What follows belongs to an exercise in optimizing a design on an open flow for a short achievable clock period and few clock cycles; a production flow would make more cautious choices. RTL that was checked went through simulation tests only; none was proved equivalent to the original. Only the layout flow was run in run 2; the RTL was not checked for function there. No activity file was given, so power comes from the tool's default toggle rates.

===== flow/config.mk =====
export PLATFORM = sky130hd
export DESIGN_NAME = framed_queue
export DESIGN_NICKNAME = framed_queue
export VERILOG_FILES = /design/flow/design.v
export SDC_FILE = /design/flow/constraint.sdc
export NUM_CORES = 4
export LEC_CHECK = 0
export CAP_MARGIN = 20
export CORE_MARGIN = 2
export CORE_UTILIZATION = 40
export SLEW_MARGIN = 20

===== flow/constraint.sdc =====
create_clock -name core_clock -period 6.0 [get_ports {clk}]
set_input_delay 1.2000 -clock core_clock [delete_from_list [all_inputs] [get_ports {clk}]]
set_output_delay 1.2000 -clock core_clock [all_outputs]
set_load 0.01 [all_outputs]

===== flow/design.v =====
module framed_queue (
    input  wire        clk,
    input  wire        rst,
    input  wire        cmd_valid,
    output wire        cmd_ready,
    input  wire [31:0] cmd_data,
    input  wire        cmd_irq,
    output reg         rsp_valid,
    output reg  [31:0] rsp_data,
    input  wire        ser_busy,
    input  wire        ser_sleep_full,
    output reg         tx_we,
    output reg  [5:0]  tx_widx,
    output wire [31:0] tx_wdata,
    output wire [3:0]  tx_wstrb,
    output reg         tx_start,
    output reg  [6:0]  tx_len,
    input  wire [3:0]  diag_raddr,
    output wire [31:0] diag_rdata,
    output wire [6:0]  diag_len,
    output reg  [7:0]  fault_code,
    output reg  [3:0]  fault_unit,
    output reg  [3:0]  fault_inst,
    output reg  [31:0] fault_info
);
    localparam [7:0] F_SLEEP_OVERFLOW  = 8'h03;
    localparam [7:0] F_QUEUE_OVERFLOW  = 8'h05;
    localparam [7:0] F_ILLEGAL_COMMAND = 8'h06;
    localparam [7:0] F_OPERAND_RANGE   = 8'h07;
    localparam [7:0] F_TX_LENGTH       = 8'h09;
    localparam [7:0] F_FRAME_LENGTH    = 8'h0A;
    localparam [7:0] F_DIAG_OVERFLOW   = 8'h0B;
    localparam [7:0] F_CONTEXT         = 8'h0D;
    localparam [7:0] F_CORRUPT_FRAME   = 8'h0E;
    reg [7:0] qbuf    [0:63];
    reg [7:0] diagbuf [0:63];
    reg [5:0] qrd;
    reg [5:0] qwr;
    reg [6:0] diag_len_r;
    reg        m_idle;
    reg        m_push;
    reg        m_tx;
    reg        ready_r;
    reg [31:0] hdr;
    reg [14:0] wl;           
    reg        wlast;        
    reg [1:0]  nmod;         
    reg [5:0]  wp;           
    reg [5:0]  qwr_new;      
    reg        push_ok;      
    reg [7:0]  pf_code;      
    reg [3:0]  pf_inst;
    reg [31:0] pf_info;
    reg [503:0] pb;          
    reg [3:0]   kl;          
    assign cmd_ready = ready_r;
    assign diag_len  = diag_len_r;
    assign tx_wdata  = pb[31:0];
    assign tx_wstrb  = 4'b1111;
    wire [511:0] qv;
    wire [511:0] dv;
    genvar g;
    generate
        for (g = 0; g < 64; g = g + 1) begin : flat
            assign qv[8*g +: 8] = qbuf[g];
            assign dv[8*g +: 8] = diagbuf[g];
        end
    endgenerate
    wire [511:0] r0 = qrd[0] ? {qv[7:0],     qv[511:8]}   : qv;
    wire [511:0] r1 = qrd[1] ? {r0[15:0],    r0[511:16]}  : r0;
    wire [511:0] r2 = qrd[2] ? {r1[31:0],    r1[511:32]}  : r1;
    wire [511:0] r3 = qrd[3] ? {r2[63:0],    r2[511:64]}  : r2;
    wire [511:0] r4 = qrd[4] ? {r3[127:0],   r3[511:128]} : r3;
    wire [511:0] rot = qrd[5] ? {r4[255:0],  r4[511:256]} : r4;
    assign diag_rdata = dv[32*diag_raddr +: 32];
    wire [5:0] used   = qwr - qrd;
    wire [6:0] free   = 7'd64 - {1'b0, used};
    wire       empty  = (used == 6'd0);
    wire [7:0] lb     = qbuf[qrd];
    wire [7:0] pop_n  = lb - 8'd1;
    wire       corrupt   = (lb == 8'd0) || (lb > {2'd0, used});
    wire       txlen_bad = (lb == 8'd1) || (lb > 8'd65);
    wire       diag_bad  = (lb > 8'd65);
    wire [3:0]  h_unit = cmd_data[31:28];
    wire [3:0]  h_op   = cmd_data[27:24];
    wire [3:0]  h_inst = cmd_data[23:20];
    wire [15:0] h_n    = cmd_data[15:0];
    wire        h_diag = cmd_data[0];
    wire hdr_legal = (h_unit == 4'd4) &&
                     ((h_op == 4'd0 && cmd_data[19:0] == 20'd0) ||
                      (h_op == 4'd1 && cmd_data[19:16] == 4'd0) ||
                      (h_op == 4'd2 && cmd_data[19:1] == 19'd0) ||
                      (h_op == 4'd3 && cmd_data[19:0] == 20'd0));
    wire h_inst_bad = (h_inst != 4'd0);
    wire        hdr_fire = m_idle && cmd_valid;
    wire        pay_fire = m_push && cmd_valid;
    wire        h_len_bad  = (h_n > 16'd254);
    wire        h_ovf      = ({9'd0, free} < h_n + 16'd1);
    wire [14:0] h_words    = h_n[15:2] + {14'd0, (h_n[1:0] != 2'd0)};
    wire pop_nothing = ser_busy || empty;
    wire pop_diag_go = !cmd_irq && !h_inst_bad && !pop_nothing && !corrupt && !diag_bad;
    wire diag_we     = hdr_fire && hdr_legal && h_op == 4'd2 && h_diag && pop_diag_go;
    wire pad_bad = (nmod == 2'd1 && cmd_data[31:8]  != 24'd0) ||
                   (nmod == 2'd2 && cmd_data[31:16] != 16'd0) ||
                   (nmod == 2'd3 && cmd_data[31:24] != 8'd0);
    wire [31:0] wrot = (wp[1:0] == 2'd0) ? cmd_data :
                       (wp[1:0] == 2'd1) ? {cmd_data[23:0], cmd_data[31:24]} :
                       (wp[1:0] == 2'd2) ? {cmd_data[15:0], cmd_data[31:16]} :
                                           {cmd_data[7:0],  cmd_data[31:8]};
    wire [7:0] len_byte = h_n[7:0] + 8'd1;
    generate
        for (g = 0; g < 64; g = g + 1) begin : ring
            wire [5:0] off = g - wp;
            always @(posedge clk) begin
                if (hdr_fire && qwr == g)
                    qbuf[g] <= len_byte;
                else if (pay_fire && push_ok && off[5:2] == 4'd0 &&
                         (!wlast || nmod == 2'd0 || off[1:0] < nmod))
                    qbuf[g] <= wrot[8*(g%4) +: 8];
            end
        end
    endgenerate
    integer d;
    always @(posedge clk) begin
        for (d = 0; d < 64; d = d + 1)
            if (diag_we && d < pop_n)
                diagbuf[d] <= rot[8*(d+1) +: 8];
    end
    task automatic raise_fault(input [7:0] code, input [3:0] unit,
                               input [3:0] inst, input [31:0] info);
        begin
            fault_code <= code;
            fault_unit <= unit;
            fault_inst <= inst;
            fault_info <= info;
            m_idle  <= 1'b0;
            m_push  <= 1'b0;
            m_tx    <= 1'b0;
            ready_r <= 1'b0;
        end
    endtask
    task automatic respond(input [31:0] v);
        begin
            rsp_valid <= 1'b1;
            rsp_data  <= v;
            m_idle    <= 1'b1;
            m_push    <= 1'b0;
            m_tx      <= 1'b0;
            ready_r   <= 1'b1;
        end
    endtask
    always @(posedge clk) begin
        if (rst) begin
            qrd        <= 6'd0;
            qwr        <= 6'd0;
            diag_len_r <= 7'd0;
            m_idle     <= 1'b1;
            m_push     <= 1'b0;
            m_tx       <= 1'b0;
            ready_r    <= 1'b1;
            rsp_valid  <= 1'b0;
            rsp_data   <= 32'd0;
            tx_we      <= 1'b0;
            tx_widx    <= 6'd0;
            tx_start   <= 1'b0;
            tx_len     <= 7'd0;
            fault_code <= 8'd0;
            fault_unit <= 4'd0;
            fault_inst <= 4'd0;
            fault_info <= 32'd0;
        end else begin
            rsp_valid <= 1'b0;
            tx_we     <= 1'b0;
            tx_start  <= 1'b0;
            if (hdr_fire) begin
                if (!hdr_legal) begin
                    raise_fault(F_ILLEGAL_COMMAND, 4'd15, 4'd0, cmd_data);
                end else begin
                    case (h_op)
                    4'd0: begin  
                        if (cmd_irq)
                            raise_fault(F_CONTEXT, 4'd4, h_inst, cmd_data);
                        else if (h_inst_bad)
                            raise_fault(F_OPERAND_RANGE, 4'd4, h_inst, cmd_data);
                        else begin
                            qrd        <= 6'd0;
                            qwr        <= 6'd0;
                            diag_len_r <= 7'd0;
                            respond(32'd0);
                        end
                    end
                    4'd1: begin  
                        if (h_n == 16'd0) begin
                            if (cmd_irq)
                                raise_fault(F_CONTEXT, 4'd4, h_inst, cmd_data);
                            else if (h_inst_bad)
                                raise_fault(F_OPERAND_RANGE, 4'd4, h_inst, cmd_data);
                            else begin
                                qwr <= qwr + 6'd1;
                                respond(32'd0);
                            end
                        end else begin
                            m_idle <= 1'b0;
                            m_push <= 1'b1;
                        end
                    end
                    4'd2: begin  
                        if (cmd_irq)
                            raise_fault(F_CONTEXT, 4'd4, h_inst, cmd_data);
                        else if (h_inst_bad)
                            raise_fault(F_OPERAND_RANGE, 4'd4, h_inst, cmd_data);
                        else if (pop_nothing)
                            respond(32'd0);
                        else if (corrupt)
                            raise_fault(F_CORRUPT_FRAME, 4'd4, 4'd0, {24'd0, lb});
                        else if (!h_diag && txlen_bad)
                            raise_fault(F_TX_LENGTH, 4'd4, 4'd0, {24'd0, pop_n});
                        else if (!h_diag && ser_sleep_full)
                            raise_fault(F_SLEEP_OVERFLOW, 4'd1, 4'd0, 32'd3);
                        else if (h_diag && diag_bad)
                            raise_fault(F_DIAG_OVERFLOW, 4'd4, 4'd0, {24'd0, pop_n});
                        else begin
                            qrd <= qrd + lb[5:0];
                            if (h_diag) begin
                                diag_len_r <= pop_n[6:0];
                                respond(32'd1);
                            end else begin
                                tx_we   <= 1'b1;
                                tx_widx <= 6'd0;
                                tx_len  <= pop_n[6:0];
                                if (pop_n <= 8'd4) begin
                                    tx_start <= 1'b1;
                                    respond(32'd1);
                                end else begin
                                    m_idle  <= 1'b0;
                                    m_tx    <= 1'b1;
                                    ready_r <= 1'b0;
                                end
                            end
                        end
                    end
                    default: begin  
                        if (h_inst_bad)
                            raise_fault(F_OPERAND_RANGE, 4'd4, h_inst, cmd_data);
                        else
                            respond({25'd0, free});
                    end
                    endcase
                end
            end
            if (pay_fire && wlast) begin
                if (pad_bad)
                    raise_fault(F_ILLEGAL_COMMAND, 4'd15, 4'd0, hdr);
                else if (!push_ok)
                    raise_fault(pf_code, 4'd4, pf_inst, pf_info);
                else begin
                    qwr <= qwr_new;
                    respond(32'd0);
                end
            end
            if (m_tx) begin
                tx_we   <= 1'b1;
                tx_widx <= tx_widx + 6'd4;
                if (kl == 4'd1) begin
                    tx_start <= 1'b1;
                    respond(32'd1);
                end
            end
        end
    end
    always @(posedge clk) begin
        if (hdr_fire) begin
            hdr     <= cmd_data;
            wl      <= h_words;
            wlast   <= (h_words == 15'd1);
            nmod    <= h_n[1:0];
            wp      <= qwr + 6'd1;
            qwr_new <= qwr + h_n[5:0] + 6'd1;
            push_ok <= !cmd_irq && !h_inst_bad && !h_len_bad && !h_ovf;
            if (cmd_irq) begin
                pf_code <= F_CONTEXT;
                pf_inst <= h_inst;
                pf_info <= cmd_data;
            end else if (h_inst_bad) begin
                pf_code <= F_OPERAND_RANGE;
                pf_inst <= h_inst;
                pf_info <= cmd_data;
            end else if (h_len_bad) begin
                pf_code <= F_FRAME_LENGTH;
                pf_inst <= 4'd0;
                pf_info <= {16'd0, h_n};
            end else begin
                pf_code <= F_QUEUE_OVERFLOW;
                pf_inst <= 4'd0;
                pf_info <= {16'd0, h_n};
            end
        end else if (pay_fire) begin
            wl    <= wl - 15'd1;
            wlast <= (wl == 15'd2);
            wp    <= wp + 6'd4;
        end
        if (m_tx)
            pb <= {32'd0, pb[503:32]};
        else
            pb <= rot[511:8];
        if (hdr_fire) begin
            kl  <= pop_n[5:2] + {3'd0, (pop_n[1:0] != 2'd0)} - 4'd1;
        end else if (m_tx)
            kl  <= kl - 4'd1;
    end
endmodule

===== flow/run.sh =====
#!/bin/bash
# synth_recipe.tcl (not shown) runs the flow's synth.tcl, then flattens the netlist and writes it again
# the make line also repeats each setting of config.mk as NAME=value (left out here)
make -C /OpenROAD-flow-scripts/flow DESIGN_CONFIG=/design/flow/config.mk WORK_HOME=/design/flow/orfs CLKGATE_MAP_FILE= SYNTH_SCRIPT=/design/flow/synth_recipe.tcl finish

==> results of run 1 <==
-- stage by stage --
step / instance area (um2) / setup WS, ns
3_5_place_dp: 119000 / -0.0742
4_1_cts: 125000 / 0.00189
6_report: 126000 / -0.0449
3_3_place_gp: 119000 / -0.662
5_1_grt: 126000 / -0.00317
2_1_floorplan: 110000 / -0.0500
-- layout make-up --
class / count / area [um2]
clock inverters: 110 / 1290
inverters: 71 / 307
diodes: 39 / 97.6
flip-flops and latches: 1721 / 45500
repair buffers: 890 / 8620
multi-input cells: 8744 / 60200
fillers: 25400 / 147000
clock buffers: 251 / 5260
well taps: 3589 / 4490
-- power breakdown --
part,leakage [uW],switching [uW],internal [uW],total (uW)
clock network,0.00318,5410,7100,12500
logic,0.0296,1330,663,2000
registers,0.0152,76.2,12700,12700
-- worst reg2reg max path, stage by stage (launching register included) --
cell and delay [ns]:
dfxtp_4 0.38, buf_12 0.17, nor4bb_4 0.09, buf_4 0.23
and3_1 0.23, a2111o_1 0.42, nor4_2 0.27, buf_4 0.17
nand4_1 0.53, buf_4 0.39, nand2_2 0.07, buf_4 0.15
ha_1 0.15, o21a_1 0.11, a21boi_1 0.06, buf_4 0.15
buf_4 0.14, xnor2_2 0.17, buf_12 0.20, nor2_1 0.75
nor2_1 0.09, nor2_1 0.56, nor2_2 0.12, buf_12 0.19
-- cell usage in the layout, fill, tap and decap left out, drive strengths merged, types with 512 or more instances in the layout --
master     n
nor2    2029
nand2   1560
a21oi   1244
edfxtp  1100
buf      683
o21ai    654
mux2i    621
dfxtp    621
mux4     597
mux2     512
-- layer usage --
metal / routed length, um / up-vias
li1: - / 42100
met1: 231000 / 50400
met2: 241000 / 8356
met3: 94700 / 1539
met4: 47300 / 31
met5: 1040 / -
-- sequential cells by signal, summed over array words and instances, names as in the netlist, 7 cells and up --
name / count
pb: 504
pf_info: 32
fault_code: 8
diag_len_r: 7
diagbuf: 504
hdr: 16
fault_info: 32
wl: 15
qbuf: 512
tx_len: 7
rsp_data: 32
-- how the worst max path moves through the flow --
stage	startpoint	depth (start not counted)	slack, ns	end
after CTS	qrd[5]$_SDFFE_PP0P_	25	0.002	diagbuf[62][5]$_DFFE_PP_
after global routing	qrd[3]$_SDFFE_PP0P_	24	-0.003	diagbuf[58][5]$_DFFE_PP_
final	qrd[5]$_SDFFE_PP0P_	23	-0.04	diagbuf[22][5]$_DFFE_PP_
after floorplan	qrd[1]$_SDFFE_PP0P_	28	-0.05	diagbuf[33][0]$_DFFE_PP_
after detailed placement	qrd[5]$_SDFFE_PP0P_	25	-0.07	diagbuf[33][0]$_DFFE_PP_
after global placement	qrd[0]$_SDFFE_PP0P_	20	-0.66	diagbuf[32][3]$_DFFE_PP_
-- Yosys cell counts (66+ instances only) --
master / n
nand3_1: 404
mux2_2: 510
nand4_1: 125
inv_1: 66
a21oi_1: 1244
mux2i_1: 621
buf_1: 269
nor2_1: 2028
dfxtp_1: 621
mux4_2: 597
edfxtp_1: 1100
clkbuf_1: 695
nand2_1: 1558
ha_1: 74
and2_1: 80
o21ai_0: 650
xnor2_1: 67
-- repair_timing --
action / in CTS / in global routing
setup buffers: 0 / 10
cloned: 0 / 3
endpoints found under the setup margin: 44 / 488
pin swaps: 0 / 4
gates resized for setup: 6 / 34
-- kinds of logic (layout without fill, tap and decap cells) --
kind of cell	Yosys count	after routing	synth area share
multiplexers	1730	1730	0.232
AO/OA/AOI/OAI	2343	2343	0.120
adder cells (fa/ha/maj)	77	77	0.00900
other	2	45	0.0000686
XOR/XNOR	116	116	0.00928
AND/OR/NAND/NOR	4472	4472	0.170
flip-flops	1721	1721	0.415
buffers and inverters	1160	1322	0.0436
==> run summary, run 1 <==
largest net degree at the start of global routing between 200 and 250; DR vias/cell between 6 and 7; Crit Path Max Fanout 11; WP data arrival roughly 6.7 ns; Buf/Inv on CP 9; Worst setup EP type flip-flop; Initial Util 0.401; Sink Count about 1,700; # Max-Cap Violations 0; EDFF count, synth between 1,000 and 1,500; residual DRC count 0; Port Buf Inserts about 210; Routed Antenna Nets 0; hold slack roughly 0.44 ns; Peak VDD IR about 220 uV; total routed wirelength 615,000 um; worst hold path type reg2reg; hold path cells 1; Final nets approximately 12,000; layout cells sized above 1 0.195; global-route wire length before repair ~810,000 um; Hold Path Sink pb[439]$_DFF_P_; Hold-fix buffers, CTS 0; count of final setup violators 40; worst r2r path cells 23; final period utilization 1.01; GPL Wtd Cong 1.11; Async SR Flop Fraction 0; GR peak layer met2; final std cells w/o fill ~15,000; cell at the slowest stage of the critical path nor2_1; Placed Instances 15,000; clk_skew approximately 0.08 ns; final hold violation count 0; chip width 527 um; worst path cell trace buf_12, nor4bb_4, buf_4, and3_1, a2111o_1, nor4_2, buf_4, nand4_1, buf_4, nand2_2, buf_4, ha_1, o21a_1, a21boi_1, buf_4, buf_4, xnor2_2, buf_12, nor2_1, nor2_1, nor2_1, nor2_2, buf_12; Crit path required time ~6.6 ns; hold path start pb[471]$_DFF_P_; Inserted Clock Buffers between 150 and 200; Fail Reasons setup timing; top area cells in the synthesized netlist edfxtp_1 30%, mux4_2 12%, dfxtp_1 11%; Finished Core Util 0.461; Worst-Margin Slew approximately 1.4 ns; Most common cell on crit path buf_4; cell taking the most area after synthesis edfxtp_1; slowest stage delay, CP around 0.73 ns; f_max around 0.17 GHz; total power approximately 27,000 uW; # H-tree levels 4; synthesized area between 100,000 and 150,000 um2; Die H about 530 um; Via Count ~100k; Core Region 273,000 um2; largest delay contributor family on the critical path simple AND/OR/NAND/NOR gates; share of the synthesized area in the top cell type 0.302; PnR worst setup slack -0.0449 ns; clock slew at reported path FFs 0.06 ns; relative slew slack 0.0868; static leakage power ~0.048 uW; crit path time final 6.04 ns; CTS tree done; synth-to-layout area growth 14.8%; drt wl/cell around 40 um; aggregate global routing overflow 0; reg2reg setup slack -0.04 ns; Post-synth top flop edfxtp_1; vias in the first global route 90,300; total die area 278,000 um2; synth warn 4; I/O pin cnt around 210; Max Transition Viols Final 0; clock root cell clkbuf_16; initial antenna violation count 47; grt met3 use 0.188; clock latency (worst-skew pair) around 0.94 ns; Iter 0 DRT Violations ~19,000; sequential element share of the synthesized area 0.415; HPWL after DPL 478,000 um; status complete, but fails checks; met2 GRT Util 0.579; Rows around 190; Yosys reg bits ~1,700; final setup TNS -0.632 ns; Global Route Usage Sum 0.427; met1 Track Usage GR 0.553; Synth Instances approximately 12,000; Startpoint Class flip-flop; clk buf depth 4; Crit Reg-Reg Startpoint qrd[5]$_SDFFE_PP0P_; reg-to-reg endpoint diagbuf[22][5]$_DFFE_PP_; Cell variety after synth 106; drt first pass iters 10; Mean Syn Cell Area roughly 9.4 um2; WS Path Type reg2reg; cell area power density 217 nW/um2
Testbench counts, summed over its fixed seeds: cycles 14,782.
==> run 2: changes to the inputs <==
--- a/flow/design.v
+++ b/flow/design.v
@@ -32,10 +32,9 @@
     localparam [7:0] F_DIAG_OVERFLOW   = 8'h0B;
     localparam [7:0] F_CONTEXT         = 8'h0D;
     localparam [7:0] F_CORRUPT_FRAME   = 8'h0E;
-    reg [7:0] qbuf    [0:63];
-    reg [7:0] diagbuf [0:63];
-    reg [5:0] qrd;
-    reg [5:0] qwr;
+    reg [7:0] q       [0:63];    
+    reg [7:0] diagbuf [0:62];
+    reg [5:0] cnt;               
     reg [6:0] diag_len_r;
     reg        m_idle;
     reg        m_push;
@@ -46,7 +45,7 @@
     reg        wlast;        
     reg [1:0]  nmod;         
     reg [5:0]  wp;           
-    reg [5:0]  qwr_new;      
+    reg [5:0]  cnt_new;      
     reg        push_ok;      
     reg [7:0]  pf_code;      
     reg [3:0]  pf_inst;
@@ -62,25 +61,24 @@
     genvar g;
     generate
         for (g = 0; g < 64; g = g + 1) begin : flat
-            assign qv[8*g +: 8] = qbuf[g];
-            assign dv[8*g +: 8] = diagbuf[g];
+            assign qv[8*g +: 8] = q[g];
+            assign dv[8*g +: 8] = (g < 63) ? diagbuf[g] : 8'd0;
         end
     endgenerate
-    wire [511:0] r0 = qrd[0] ? {qv[7:0],     qv[511:8]}   : qv;
-    wire [511:0] r1 = qrd[1] ? {r0[15:0],    r0[511:16]}  : r0;
-    wire [511:0] r2 = qrd[2] ? {r1[31:0],    r1[511:32]}  : r1;
-    wire [511:0] r3 = qrd[3] ? {r2[63:0],    r2[511:64]}  : r2;
-    wire [511:0] r4 = qrd[4] ? {r3[127:0],   r3[511:128]} : r3;
-    wire [511:0] rot = qrd[5] ? {r4[255:0],  r4[511:256]} : r4;
     assign diag_rdata = dv[32*diag_raddr +: 32];
-    wire [5:0] used   = qwr - qrd;
-    wire [6:0] free   = 7'd64 - {1'b0, used};
-    wire       empty  = (used == 6'd0);
-    wire [7:0] lb     = qbuf[qrd];
+    wire [6:0] free   = 7'd64 - {1'b0, cnt};
+    wire       empty  = (cnt == 6'd0);
+    wire [7:0] lb     = q[0];
     wire [7:0] pop_n  = lb - 8'd1;
-    wire       corrupt   = (lb == 8'd0) || (lb > {2'd0, used});
+    wire       corrupt   = (lb == 8'd0) || (lb > {2'd0, cnt});
     wire       txlen_bad = (lb == 8'd1) || (lb > 8'd65);
     wire       diag_bad  = (lb > 8'd65);
+    wire [511:0] s0 = lb[0] ? {qv[7:0],    qv[511:8]}   : qv;
+    wire [511:0] s1 = lb[1] ? {s0[15:0],   s0[511:16]}  : s0;
+    wire [511:0] s2 = lb[2] ? {s1[31:0],   s1[511:32]}  : s1;
+    wire [511:0] s3 = lb[3] ? {s2[63:0],   s2[511:64]}  : s2;
+    wire [511:0] s4 = lb[4] ? {s3[127:0],  s3[511:128]} : s3;
+    wire [511:0] qs = lb[5] ? {s4[255:0],  s4[511:256]} : s4;
     wire [3:0]  h_unit = cmd_data[31:28];
     wire [3:0]  h_op   = cmd_data[27:24];
     wire [3:0]  h_inst = cmd_data[23:20];
@@ -97,9 +95,11 @@
     wire        h_len_bad  = (h_n > 16'd254);
     wire        h_ovf      = ({9'd0, free} < h_n + 16'd1);
     wire [14:0] h_words    = h_n[15:2] + {14'd0, (h_n[1:0] != 2'd0)};
-    wire pop_nothing = ser_busy || empty;
-    wire pop_diag_go = !cmd_irq && !h_inst_bad && !pop_nothing && !corrupt && !diag_bad;
-    wire diag_we     = hdr_fire && hdr_legal && h_op == 4'd2 && h_diag && pop_diag_go;
+    wire pop_ok   = hdr_fire && hdr_legal && h_op == 4'd2 && !cmd_irq && !h_inst_bad &&
+                    !ser_busy && !empty && !corrupt;
+    wire diag_go  = pop_ok && h_diag && !diag_bad;
+    wire tx_go    = pop_ok && !h_diag && !txlen_bad && !ser_sleep_full;
+    wire pop_go   = diag_go || tx_go;
     wire pad_bad = (nmod == 2'd1 && cmd_data[31:8]  != 24'd0) ||
                    (nmod == 2'd2 && cmd_data[31:16] != 16'd0) ||
                    (nmod == 2'd3 && cmd_data[31:24] != 8'd0);
@@ -112,20 +112,23 @@
         for (g = 0; g < 64; g = g + 1) begin : ring
             wire [5:0] off = g - wp;
             always @(posedge clk) begin
-                if (hdr_fire && qwr == g)
-                    qbuf[g] <= len_byte;
+                if (pop_go)
+                    q[g] <= qs[8*g +: 8];
+                else if (hdr_fire && cnt == g)
+                    q[g] <= len_byte;
                 else if (pay_fire && push_ok && off[5:2] == 4'd0 &&
                          (!wlast || nmod == 2'd0 || off[1:0] < nmod))
-                    qbuf[g] <= wrot[8*(g%4) +: 8];
+                    q[g] <= wrot[8*(g%4) +: 8];
             end
         end
     endgenerate
-    integer d;
-    always @(posedge clk) begin
-        for (d = 0; d < 64; d = d + 1)
-            if (diag_we && d < pop_n)
-                diagbuf[d] <= rot[8*(d+1) +: 8];
-    end
+    generate
+        for (g = 0; g < 63; g = g + 1) begin : cap
+            always @(posedge clk)
+                if (diag_go && g < pop_n)
+                    diagbuf[g] <= q[g+1];
+        end
+    endgenerate
     task automatic raise_fault(input [7:0] code, input [3:0] unit,
                                input [3:0] inst, input [31:0] info);
         begin
@@ -151,8 +154,7 @@
     endtask
     always @(posedge clk) begin
         if (rst) begin
-            qrd        <= 6'd0;
-            qwr        <= 6'd0;
+            cnt        <= 6'd0;
             diag_len_r <= 7'd0;
             m_idle     <= 1'b1;
             m_push     <= 1'b0;
@@ -183,8 +185,7 @@
                         else if (h_inst_bad)
                             raise_fault(F_OPERAND_RANGE, 4'd4, h_inst, cmd_data);
                         else begin
-                            qrd        <= 6'd0;
-                            qwr        <= 6'd0;
+                            cnt        <= 6'd0;
                             diag_len_r <= 7'd0;
                             respond(32'd0);
                         end
@@ -196,7 +197,7 @@
                             else if (h_inst_bad)
                                 raise_fault(F_OPERAND_RANGE, 4'd4, h_inst, cmd_data);
                             else begin
-                                qwr <= qwr + 6'd1;
+                                cnt <= cnt + 6'd1;
                                 respond(32'd0);
                             end
                         end else begin
@@ -209,7 +210,7 @@
                             raise_fault(F_CONTEXT, 4'd4, h_inst, cmd_data);
                         else if (h_inst_bad)
                             raise_fault(F_OPERAND_RANGE, 4'd4, h_inst, cmd_data);
-                        else if (pop_nothing)
+                        else if (ser_busy || empty)
                             respond(32'd0);
                         else if (corrupt)
                             raise_fault(F_CORRUPT_FRAME, 4'd4, 4'd0, {24'd0, lb});
@@ -220,7 +221,7 @@
                         else if (h_diag && diag_bad)
                             raise_fault(F_DIAG_OVERFLOW, 4'd4, 4'd0, {24'd0, pop_n});
                         else begin
-                            qrd <= qrd + lb[5:0];
+                            cnt <= cnt - lb[5:0];
                             if (h_diag) begin
                                 diag_len_r <= pop_n[6:0];
                                 respond(32'd1);
@@ -254,7 +255,7 @@
                 else if (!push_ok)
                     raise_fault(pf_code, 4'd4, pf_inst, pf_info);
                 else begin
-                    qwr <= qwr_new;
+                    cnt <= cnt_new;
                     respond(32'd0);
                 end
             end
@@ -274,8 +275,8 @@
             wl      <= h_words;
             wlast   <= (h_words == 15'd1);
             nmod    <= h_n[1:0];
-            wp      <= qwr + 6'd1;
-            qwr_new <= qwr + h_n[5:0] + 6'd1;
+            wp      <= cnt + 6'd1;
+            cnt_new <= cnt + h_n[5:0] + 6'd1;
             push_ok <= !cmd_irq && !h_inst_bad && !h_len_bad && !h_ovf;
             if (cmd_irq) begin
                 pf_code <= F_CONTEXT;
@@ -302,10 +303,10 @@
         if (m_tx)
             pb <= {32'd0, pb[503:32]};
         else
-            pb <= rot[511:8];
-        if (hdr_fire) begin
-            kl  <= pop_n[5:2] + {3'd0, (pop_n[1:0] != 2'd0)} - 4'd1;
-        end else if (m_tx)
-            kl  <= kl - 4'd1;
+            pb <= qv[511:8];
+        if (hdr_fire)
+            kl <= pop_n[5:2] + {3'd0, (pop_n[1:0] != 2'd0)} - 4'd1;
+        else if (m_tx)
+            kl <= kl - 4'd1;
     end
 endmodule
--- a/flow/config.mk
+++ b/flow/config.mk
@@ -5,7 +5,9 @@
 export SDC_FILE = /design/flow/constraint.sdc
 export NUM_CORES = 4
 export LEC_CHECK = 0
+export ABC_CLOCK_PERIOD_IN_PS = 3000
 export CAP_MARGIN = 20
 export CORE_MARGIN = 2
 export CORE_UTILIZATION = 40
+export SETUP_SLACK_MARGIN = 2.5
 export SLEW_MARGIN = 20
==> run summary, run 2 <==
EDFF count, synth 1,100; Crit Reg-Reg Startpoint q[0][2]$_DFFE_PP_; Routed Antenna Nets 0; commonest non-fill, non-tap cell in the layout nand2_1; Die H 528 um; relative slew slack 0.149; clk buf depth 4; synth warn 3; I/O pin cnt roughly 210; Peak VDD IR 238 uV; Crit Path Max Fanout 7; static leakage power between 0.04 and 0.05 uW; clock slew at reported path FFs 0.06 ns; Rows between 150 and 200; Worst setup EP type output port; WS Path Type in2out; synth-to-layout area growth 19.6%; global-route wire length before repair between 800,000 and 900,000 um; Initial Util 0.402; CTS tree done; Async SR Flop Fraction 0; Worst-Margin Slew between 1 and 1.5 ns; status finished clean; total die area between 200,000 and 300,000 um2; sequential element share of the synthesized area 0.412; f_max roughly 0.22 GHz; largest net degree at the start of global routing 185; reg2reg setup slack ~2.4 ns; count of final setup violators 0; crit path time final between 4 and 5 ns; most common cell in the synthesized netlist nand2_1; RSZ-0062 raised after global routing yes; Finished Core Util 0.481; hold path cells 1; layout cells sized above 1 0.303; most frequent cells in the layout 1,966 x nand2_1, 1,126 x mux4_2, 1,100 x edfxtp_1; Core Region between 200,000 and 300,000 um2; hold path start pb[181]$_DFF_P_; HPWL after DPL ~450,000 um; drt wl/cell between 40 and 50 um; Synth Instances 9,820; Via Count between 100k and 150k; commonest cells in the netlist 2,020 x nand2_1, 1,320 x o21ai_0, 1,126 x mux4_2; crit path launch diag_raddr[0]; synthesized area ~110,000 um2; DR vias/cell 7.20; chip width roughly 530 um; total routed wirelength around 660,000 um; biggest regs q (512), diagbuf (504), pb (504); worst hold path type reg2reg; final hold violation count 0; Mean Syn Cell Area around 11 um2; Cell variety after synth 96; clk_skew 0.0748 ns; Met2 Routed Length between 200,000 and 300,000 um; Port Buf Inserts ~210; # Max-Cap Violations 0; final period utilization 0.745; worst r2r path cells 17; vias in the first global route a little under 90,000; Post-synth top flop edfxtp_1; reg-to-reg endpoint q[26][7]$_DFFE_PP_; Metal-1 WL between 200,000 and 250,000 um; top area cells in the synthesized netlist edfxtp_1 30%, mux4_2 23%, dfxtp_1 11%; Crit path required time 4.80 ns; max FFs per register between 500 and 600; final setup TNS 0 ns; Max Transition Viols Final 0; Global Route Usage Sum 0.458; cell area power density 255 nW/um2; Max Used Layer met5; Startpoint Class input pin; Iter 0 DRT Violations between 15,000 and 20,000; clock root cell clkbuf_16; GPL Wtd Cong 1.06; clock latency (worst-skew pair) roughly 0.99 ns; largest register by flop count q; drt first pass iters 8; share of the synthesized area in the top cell type 0.300; Inserted Clock Buffers ~210; met3 wire len about 110,000 um; initial antenna violation count 88; WP data arrival 3.27 ns; # H-tree levels 4; worst setup path end diag_rdata[4]; residual DRC count 0; Final nets roughly 10,000; cell taking the most area after synthesis edfxtp_1; Sink Count about 1,700; aggregate global routing overflow 0; Yosys reg bits about 1,700
## run 2: changes by cell type in the layout (fill, tap and decap cells not counted), sizes merged, moves of 135 or more
cell and change:
nor2 -1709, a21oi -960, o21ai +742, mux4 +529, nand2 +460, nand3 -298, mux2i -176, o211ai +135
## run 2: routing by layer
metal | GRT usage | up-vias
met2 | 0.616 | 9870
met3 | 0.216 | 2431
met1 | 0.557 | 50300
met4 | 0.364 | 56
met5 | 0.000173 | -
li1 | - | 37900
## run 2: worst min-delay path by stage
stage,end
after floorplan,pb[8]$_DFF_P_
after CTS,pb[44]$_DFF_P_
after global placement,pb[283]$_DFF_P_
after detailed placement,pb[410]$_DFF_P_
final,pb[149]$_DFF_P_
after global routing,pb[44]$_DFF_P_
## run 2: power breakdown
group / total (uW) / leakage, uW / switching (uW) / internal [uW]
combinational: 7820 / 0.0279 / 4800 / 3020
clock: 13000 / 0.00334 / 5740 / 7310
sequential: 12700 / 0.0151 / 60.1 / 12600
## run 2: area by class of cell
cell class,count,area (um2)
antenna,171,428
clock buffer,270,5820
clock inverter,103,1020
fill,24400,142000
inverter,53,282
multi-input combinational,7083,62500
sequential,1715,45400
tap,3589,4490
timing repair buffer,975,11600
timing repair inverter,1,8.76
## run 2: logic make-up after synthesis
family / synth area share
AND/OR/NAND/NOR: 0.104
AO/OA/AOI/OAI: 0.105
multiplexers: 0.320
flip-flops: 0.412
buffers and inverters: 0.0416
XOR/XNOR: 0.00979
adder cells (fa/ha/maj): 0.00799
other: 0.0000683
## run 2: per-stage QoR
stage          power [uW]  worst slack [ns]  hold slack (ns)  cell area, um2  instances
3_5_place_dp        20000             0.714            0.438          118000      13100
5_1_grt             34100              1.59            0.441          131000      13900
3_3_place_gp        19900             0.759            0.434          118000      13100
2_1_floorplan       17500              2.01            0.406          112000       9824
6_report            33500              1.53            0.418          132000      14000
4_1_cts             33100              1.60            0.423          129000      13700
## run 2: worst max-delay path, cell delays in order
cell       delay [ns]
clkbuf_16        0.19
buf_12           0.17
buf_16           0.16
mux4_2           0.57
mux4_2           0.69
buf_6            0.23
## run 2: repair_timing
action,4_1_cts,5_1_grt
gates cloned,35,23
pin swaps,27,28
buffers inserted,174,83
hold buffers,0,0
setup endpoints to repair,1666,1526
resized for setup,420,194
==> run 3: changes to the inputs <==
--- a/flow/design.v
+++ b/flow/design.v
@@ -65,7 +65,15 @@
             assign dv[8*g +: 8] = (g < 63) ? diagbuf[g] : 8'd0;
         end
     endgenerate
-    assign diag_rdata = dv[32*diag_raddr +: 32];
+    wire [15:0] dsel = 16'd1 << diag_raddr;
+    reg  [31:0] drd;
+    integer a;
+    always @* begin
+        drd = 32'd0;
+        for (a = 0; a < 16; a = a + 1)
+            drd = drd | ({32{dsel[a]}} & dv[32*a +: 32]);
+    end
+    assign diag_rdata = drd;
     wire [6:0] free   = 7'd64 - {1'b0, cnt};
     wire       empty  = (cnt == 6'd0);
     wire [7:0] lb     = q[0];
==> run summary, run 3 <==
reg2reg setup slack about 2.4 ns; clk buf depth 4; vias in the first global route around 89,000; Post-synth top flop edfxtp_1; Core Region 273,000 um2; Worst setup EP type output port; Via Count 103,000; # H-tree levels 4; Initial Util 0.402; worst path cell trace buf_12, nand2b_4, buf_6, nor2_4, buf_12, a22o_1, a221oi_1, nand4_1, buf_2; Worst-Margin Slew between 1 and 1.5 ns; final hold violation count 0; WP data arrival a little under 3 ns; Switching Fraction 0.307; most common cell in the synthesized netlist nand2_1; synth warn 3; placed cell areas approximately 120,000 um2; synthesized area approximately 110,000 um2; CTS tree done; EDFF count, synth 1,100; slowest stage delay, CP ~0.37 ns; cell area power density between 200 and 300 nW/um2; total die area approximately 280,000 um2; drt first pass iters 13; Peak VDD IR about 230 uV; worst hold path type reg2reg; relative slew slack 0.0991; static leakage power 0.0481 uW; clock latency (worst-skew pair) just under 1 ns; final period utilization 0.683; biggest regs q (512), diagbuf (504), pb (504); GPL Wtd Cong 1.12; final setup TNS 0 ns; Crit Path Max Fanout 7; total routed wirelength ~640,000 um; Most common cell on crit path buf_12; sequential element share of the synthesized area 0.413; Port Buf Inserts between 200 and 250; status finished clean; Cell variety after synth 94; most frequent cells in the layout 2,060 x nand2_1, 1,100 x edfxtp_1, 902 x mux4_2; residual DRC count 0; crit path time final between 4 and 5 ns; f_max ~0.24 GHz; global-route wire length before repair slightly above 800,000 um; Async SR Flop Fraction 0; Inserted Clock Buffers 201; Crit path required time 4.80 ns; Global Route Usage Sum 0.438; Iter 0 DRT Violations about 22,000; cell at the slowest stage of the critical path nand4_1; Max Transition Viols Final 0; WS Path Type in2out; Die H approximately 530 um; Reg power frac 0.379; largest register by flop count q; max FFs per register 512; Yosys reg bits 1,715; clock slew at reported path FFs around 0.060 ns; HPWL after DPL about 440,000 um; cell taking the most area after synthesis edfxtp_1; commonest cells in the netlist 2,114 x nand2_1, 1,100 x edfxtp_1, 902 x mux4_2; largest net degree at the start of global routing approximately 160; Final nets approximately 10,000; design area between 100,000 and 150,000 um2; clk_skew approximately 0.066 ns; count of final setup violators 0; RSZ-0062 raised after global routing yes; Synth Instances 9,891; drt wl/cell roughly 46 um; combinational share of power 0.223; Mean Syn Cell Area 11.1 um2; Routed Antenna Nets 0; Sink Count 1,715; top area cells in the synthesized netlist edfxtp_1 30%, mux4_2 18%, dfxtp_1 11%; commonest non-fill, non-tap cell in the layout nand2_1; # Max-Cap Violations 0; clock power share 0.398; Internal Power 23,200 uW; aggregate global routing overflow 0; Rows between 150 and 200; Net Switching approximately 10,000 uW; I/O pin cnt ~210; chip width 528 um; DR vias/cell around 7.3; initial antenna violation count 163; Startpoint Class input pin; layout cells sized above 1 0.319; clock root cell clkbuf_16; share of the synthesized area in the top cell type 0.301; synth-to-layout area growth 20.6%
run 3: changes by cell type in the layout (fill, tap and decap cells not counted), moves of 46 or more:
| cell | before | now |
|---|---|---|
| mux4_2 | 1126 | 902 |
| o211ai_1 | 164 | 83 |
| o21ai_1 | 470 | 118 |
| o21ai_2 | 10 | 221 |
| mux2i_1 | 436 | 753 |
| mux2_2 | 475 | 548 |
| nand3_1 | 92 | 138 |
| a22o_1 | 1 | 111 |
| nand2_1 | 1966 | 2060 |
| a221oi_2 | 0 | 75 |
| o21ai_0 | 912 | 702 |
| nor2_1 | 250 | 156 |
run 3: layout make-up:
class	instances	area, um2
Antenna cell	195	488
Clock buffer	261	5590
Clock inverter	116	1370
Fill cell	24200	141000
Inverter	59	298
Multi-Input combinational cell	7168	63200
Sequential cell	1715	45400
Tap cell	3589	4490
Timing Repair Buffer	1018	11800
Timing Repair inverter	2	17.5
run 3: cells by family after synthesis:
group	after synthesis	share of synthesized area
xor+xnor	125	0.0100
fa+ha+maj	69	0.00799
mux	2217	0.311
flops	1715	0.413
buf+inv	1016	0.0396
simple gates	2854	0.108
other cells	2	0.0000683
compound gates	1893	0.111
run 3: critical path, delay by kind of cell:
family,cells,cell delay (ns)
AOI/OAI and AO/OA,2,0.47
buffers and inverters,4,0.65
and+or+nand+nor,3,0.55
run 3: worst paths after layout:
| check | from | to | cells after the start |
|---|---|---|---|
| max | diag_raddr[0] | diag_rdata[8] | 9 |
| min | pb[264]$_DFF_P_ | pb[232]$_DFF_P_ | 1 |
| max reg2reg | cnt[2]$_SDFF_PP0_ | q[35][5]$_DFFE_PP_ | 8 |
| min reg2reg | pb[264]$_DFF_P_ | pb[232]$_DFF_P_ | 1 |
run 3: power by group through the flow:
| stage | clock network (uW) | registers (uW) | logic (uW) |
|---|---|---|---|
| 2_1_floorplan | 0 | 12900 | 4730 |
| 3_3_place_gp | 0 | 12900 | 6620 |
| 3_5_place_dp | 0 | 12900 | 6700 |
| 4_1_cts | 13300 | 12700 | 6990 |
| 5_1_grt | 13700 | 12700 | 7660 |
| 6_report | 13300 | 12700 | 7460 |
run 3: per-layer routing:
layer,share of wire,track usage
met1,0.35,0.528
met2,0.37,0.555
met3,0.19,0.287
met4,0.085,0.291
met5,0.0036,0.0480
run 3: per-stage QoR:
stage	setup slack, ns	hold slack, ns	power [uW]	util	cells
3_5_place_dp	0.241	0.438	19600	0.432	13200
2_1_floorplan	2.15	0.433	17600	-	9895
5_1_grt	1.85	0.457	34000	0.483	14000
3_3_place_gp	0.222	0.434	19600	0.432	13200
6_report	1.90	0.430	33400	0.485	14100
4_1_cts	1.95	0.442	32900	0.474	13800
run 3: timing repair:
item,4_1_cts,5_1_grt
cloned,43,28
pin swaps,85,72
gates resized for setup,498,223
setup buffers,178,106
hold buffers,0,0
endpoints found under the setup margin,1658,1509
endpoints found under the hold margin,0,0
Testbench counts of run 3, summed over its fixed seeds: cycles 14,782.

[what the ideal ports hide]
How much do the figures lean on ideal ports? The routed layouts below were timed once more, with nothing changed but the port constraints. Step 1: set_driving_cell puts a clkbuf_16 on clk and a buf_2 on each other input, an assumption about the parent block. Step 2 adds t to the input delays and takes it off the output delays; t is the mean of the earliest and latest rising clock arrival at the registers after step 1. Input paths then give back, and output paths get back, about the clock's delay inside the block. Three values: ideal ports, drivers, drivers and shift; two values: the first two.
run | shift t [ns] | slack for setup (ns) | slew at the worst register clock pin (ns) | worst slew at a driven data input, ns
run 1 | 1.003 | -0.045 / -0.045 / -0.045 | 0.08 / 0.08 | 0.09
run 2 | 1.046 | 1.529 / 1.209 / 1.209 | 0.07 / 0.07 | 0.48
run 3 | 1.036 | 1.903 / 1.836 / 1.513 | 0.07 / 0.07 | 0.07
The setup slack of run 3, which loses most, moves by -0.067 ns with the drivers and by -0.390 ns with both steps.
